This is an optimization exercise on Yosys and OpenROAD, whose aim is small area, a short achievable clock period and few clock cycles per item, not a production implementation.
Only simulation tests tie the RTL to the original design; equivalence was not proved.
Power figures rest on the tool's default switching activity, not on a simulated workload.

==> flow/design.v <==
module simon_engine (
    input  wire         clk,
    input  wire         rst_n,       
    input  wire         start,
    input  wire [1:0]   op,
    input  wire         variant,
    input  wire [255:0] key,         
    input  wire [63:0]  din0,        
    input  wire [63:0]  din1,        
    output reg          busy,
    output reg          done,
    output reg          err,
    output reg          ks_valid,
    output wire [63:0]  dout0,
    output wire [63:0]  dout1
);
    localparam integer R = 2;               
    localparam integer N = 72 / R;          
    localparam [1:0] OP_KEXP = 2'd0, OP_ENC = 2'd1, OP_DEC = 2'd2;
    localparam [63:0] Z = 64'h3DC94C3A046D678B;
    reg [6:0]  cnt;             
    reg        kx;              
    reg        is_dec;
    reg        var_r;           
    reg        nvar_r;          
    reg        last;            
    reg        declast;         
    reg        btb;             
    reg        ysel;            
    reg        yen;             
    reg [255:0] xw;             
    reg [255:0] yw;             
    reg [63:0]  a, b;           
    assign dout0 = a;
    assign dout1 = b;
    function [63:0] rotl;
        input [63:0] x;
        input integer r;
        rotl = (x << r) | (x >> (64 - r));
    endfunction
    function [63:0] rotr;
        input [63:0] x;
        input integer r;
        rotr = (x >> r) | (x << (64 - r));
    endfunction
    function [63:0] round_f;
        input        v;
        input [63:0] x;
        begin
            round_f = (rotl(x | {64{v}}, 8) & rotl(x, 1)) ^ rotl(x & {64{v}}, 8) ^ rotl(x, 2);
        end
    endfunction
    function [127:0] ztab;
        input integer jj;
        input integer bwd;
        integer c, m;
        begin
            ztab = 128'd0;
            for (c = 0; c < N - 1; c = c + 1) begin
                m = bwd ? (76 - R * (c + 2) + jj) : (R * c + 4 + jj);
                ztab[c] = Z[(m + 62 * 4 - 4) % 62];
            end
        end
    endfunction
    localparam [127:0] ZF0 = ztab(0, 0), ZF1 = ztab(1, 0), ZF2 = ztab(2, 0), ZF3 = ztab(3, 0);
    localparam [127:0] ZB0 = ztab(0, 1), ZB1 = ztab(1, 1), ZB2 = ztab(2, 1), ZB3 = ztab(3, 1);
    wire [3:0] zf = {ZF3[cnt], ZF2[cnt], ZF1[cnt], ZF0[cnt]};
    wire [3:0] zbk = {ZB3[cnt], ZB2[cnt], ZB1[cnt], ZB0[cnt]};
    reg [63:0] kf [0:R+3];
    reg [63:0] kb [0:R+3];
    reg [255:0] xnext, ynext;
    reg [63:0] ta, tb, tk, knext;
    integer j;
    always @* begin
        for (j = 0; j < 4; j = j + 1)
            kf[j] = xw[64*j +: 64];
        for (j = 0; j < R; j = j + 1)
            kf[j+4] = ~kf[j] ^ rotr(kf[j+3], 3) ^ rotr(kf[j+3], 4)
                    ^ kf[j+1] ^ rotr(kf[j+1], 1)
                    ^ {62'd0, 1'b1, ~zf[j]};
        for (j = 0; j < 4; j = j + 1)
            xnext[64*j +: 64] = kf[R + j];
        for (j = 0; j < 4; j = j + 1)
            kb[R+j] = yw[64*j +: 64];
        for (j = R - 1; j >= 0; j = j - 1)
            kb[j] = ~kb[j+4] ^ rotr(kb[j+3], 3) ^ rotr(kb[j+3], 4)
                  ^ kb[j+1] ^ rotr(kb[j+1], 1)
                  ^ {62'd0, 1'b1, ~zbk[j]};
        for (j = 0; j < 4; j = j + 1)
            ynext[64*j +: 64] = kb[j];
        ta = a;
        tb = b;
        for (j = 0; j < R; j = j + 1) begin
            tk = (j == 0) ? 64'd0 : is_dec ? yw[64*(R-1-j) +: 64] : xw[64*j +: 64];
            {ta, tb} = {tb, ta ^ round_f((j == 0) ? var_r : !nvar_r, tb) ^ tk};
        end
        knext = is_dec ? kb[R-1] : kf[R];
    end
    wire accept = start && !busy;
    wire run_ok = ks_valid && (op == OP_ENC || op == OP_DEC);
    wire [63:0] kfirst = op[1] ? yw[64*(R-1) +: 64] : xw[63:0];
    always @(posedge clk) begin
        if (declast)
            a <= tb;
        else if (busy)
            a <= last ? ta : (ta ^ knext);
        else
            a <= (op[1] ? din1 : din0) ^ kfirst;
        if (btb)
            b <= tb;
        else if (busy)
            b <= ta;
        else
            b <= op[1] ? din0 : din1;
        if (accept && op == OP_KEXP)
            xw <= key;
        else if (busy)
            xw <= last ? yw : xnext;
        if (yen)
            yw <= ysel ? xw : ynext;
    end
    always @(posedge clk) begin
        if (!rst_n) begin
            busy     <= 1'b0;
            done     <= 1'b0;
            last     <= 1'b0;
            declast  <= 1'b0;
            btb      <= 1'b0;
            ysel     <= 1'b0;
            yen      <= 1'b0;
            err      <= 1'b0;
            ks_valid <= 1'b0;
        end else begin
            done    <= 1'b0;
            last    <= 1'b0;
            declast <= 1'b0;
            btb     <= 1'b0;
            ysel    <= 1'b0;
            yen     <= 1'b0;
            if (busy) begin
                cnt <= cnt + 7'd1;
                if (last) begin
                    busy <= 1'b0;
                    done <= 1'b1;
                    if (kx)
                        ks_valid <= 1'b1;
                end else if (cnt == N - 2) begin
                    last    <= 1'b1;
                    declast <= is_dec;
                    btb     <= !is_dec;
                    ysel    <= 1'b1;
                    yen     <= 1'b1;
                end else begin
                    btb     <= 1'b1;
                    yen     <= !kx;
                end
            end else if (accept) begin
                err <= 1'b0;
                cnt <= 7'd0;
                kx  <= (op == OP_KEXP);
                if (op == OP_KEXP) begin
                    ks_valid <= 1'b0;
                    busy     <= 1'b1;
                    btb      <= 1'b1;
                    ysel     <= 1'b1;
                    yen      <= 1'b1;
                end else if (run_ok) begin
                    is_dec <= (op == OP_DEC);
                    var_r  <= variant;
                    nvar_r <= !variant;
                    busy   <= 1'b1;
                    btb    <= 1'b1;
                    yen    <= 1'b1;
                end else begin
                    err  <= 1'b1;
                    done <= 1'b1;
                end
            end
        end
    end
endmodule
==> flow/config.mk <==
export PLATFORM = sky130hd
export DESIGN_NAME = simon_engine
export DESIGN_NICKNAME = simon_engine
export VERILOG_FILES = /design/flow/design.v
export SDC_FILE = /design/flow/constraint.sdc
export NUM_CORES = 4
export LEC_CHECK = 0
export ABC_CLOCK_PERIOD_IN_PS = 2400
export CAP_MARGIN = 20
export CORE_MARGIN = 2
export CORE_UTILIZATION = 60
export PLACE_DENSITY = 0.75
export SETUP_SLACK_MARGIN = 3.6
export SLEW_MARGIN = 20
export SYNTH_MEMORY_MAX_BITS = 8192
==> flow/constraint.sdc <==
create_clock -name core_clock -period 6.0 [get_ports {clk}]
set_input_delay 1.2000 -clock core_clock [delete_from_list [all_inputs] [get_ports {clk}]]
set_output_delay 1.2000 -clock core_clock [all_outputs]
set_load 0.01 [all_outputs]
standard.sh (not shown) runs the stock make flow with config.mk's settings and CLKGATE_MAP_FILE= SYNTH_SCRIPT=/design/flow/synth_recipe.tcl, a recipe that flattens the netlist after the stock synthesis.
==> flow/flow/run.sh <==
#!/bin/bash
# The standard layout (the standard.sh: standard synthesis and ORFS steps),
# with the port buffers that buffer_ports inserts made of buf_2 cells.
set -euo pipefail
bash standard.sh finish "BUFFER_PORTS_ARGS=-buffer_cell sky130_fd_sc_hd__buf_2" > flow_finish.log 2>&1
Testbench counts at the start, summed over its fixed seeds: cycles 20,128, items 544.
==> next run, changes <==
--- a/flow/config.mk
+++ b/flow/config.mk
@@ -8 +8 @@
-export ABC_CLOCK_PERIOD_IN_PS = 2400
+export ABC_CLOCK_PERIOD_IN_PS = 2500
@@ -11,0 +12,2 @@
+export CTS_CLUSTER_DIAMETER = 100
+export CTS_CLUSTER_SIZE = 22
@@ -13 +15 @@
-export SETUP_SLACK_MARGIN = 3.6
+export SETUP_SLACK_MARGIN = 3.5
Wire length fell by 3.4%.
Design area fell by 5.6%.
Combinational power fell by about 6%.
Critical path depth rose by 2.
Register-to-register slack loses 80 ps.
Area after synthesis is unchanged.
Clock skew fell by 12 ps.
Via count fell by 2.9%.
Worst setup slack loses 77 ps.
Power fell by 8.2%.
First-iteration DRC count fell by 4.0%.
==> next run, changes <==
--- a/flow/config.mk
+++ b/flow/config.mk
@@ -11,4 +11 @@
-export CORE_UTILIZATION = 60
-export CTS_CLUSTER_DIAMETER = 100
-export CTS_CLUSTER_SIZE = 22
-export PLACE_DENSITY = 0.75
+export CORE_UTILIZATION = 40
Via count went down slightly; fmax went up by a few percent; routed wire length went up by a little under a tenth; non-clock buffer count went up by 100; worst setup slack improves by 57 ps; count of clock-buffer cells in the layout went up by 56; core utilization went down by 20 points; global-route usage went down by 11 points.

[port drivers added, routing unchanged]
In the flow no input, the clock included, has a driving cell. The finished layouts below were timed again as built, in two steps.
Step 1, drivers: a clkbuf_16 drives clk and a buf_2 each remaining input, both assumed.
Step 2 moves the port delays by t, midway between the first and last clock arrival at a register: inputs arrive t later, outputs are due t later. That takes back most of the time a late clock gives input paths.
Three values: ideal, step 1, step 2; two values: the first two.
run | shift t [ns] | setup slack, ns | worst setup path at the end | cell pins on the clock port's net
the first run | 0.695 | 3.479 / 3.456 / 2.761 | input to register | 1
the second run | 0.680 | 3.403 / 3.403 / 2.729 | input to register | 1
the third run | 0.734 | 3.460 / 3.460 / 2.735 | input to register | 1
After both steps setup and hold are still met in every run listed. The setup slack of the third run, which loses most, moves by 0.000 ns with the drivers and by -0.725 ns with both steps.
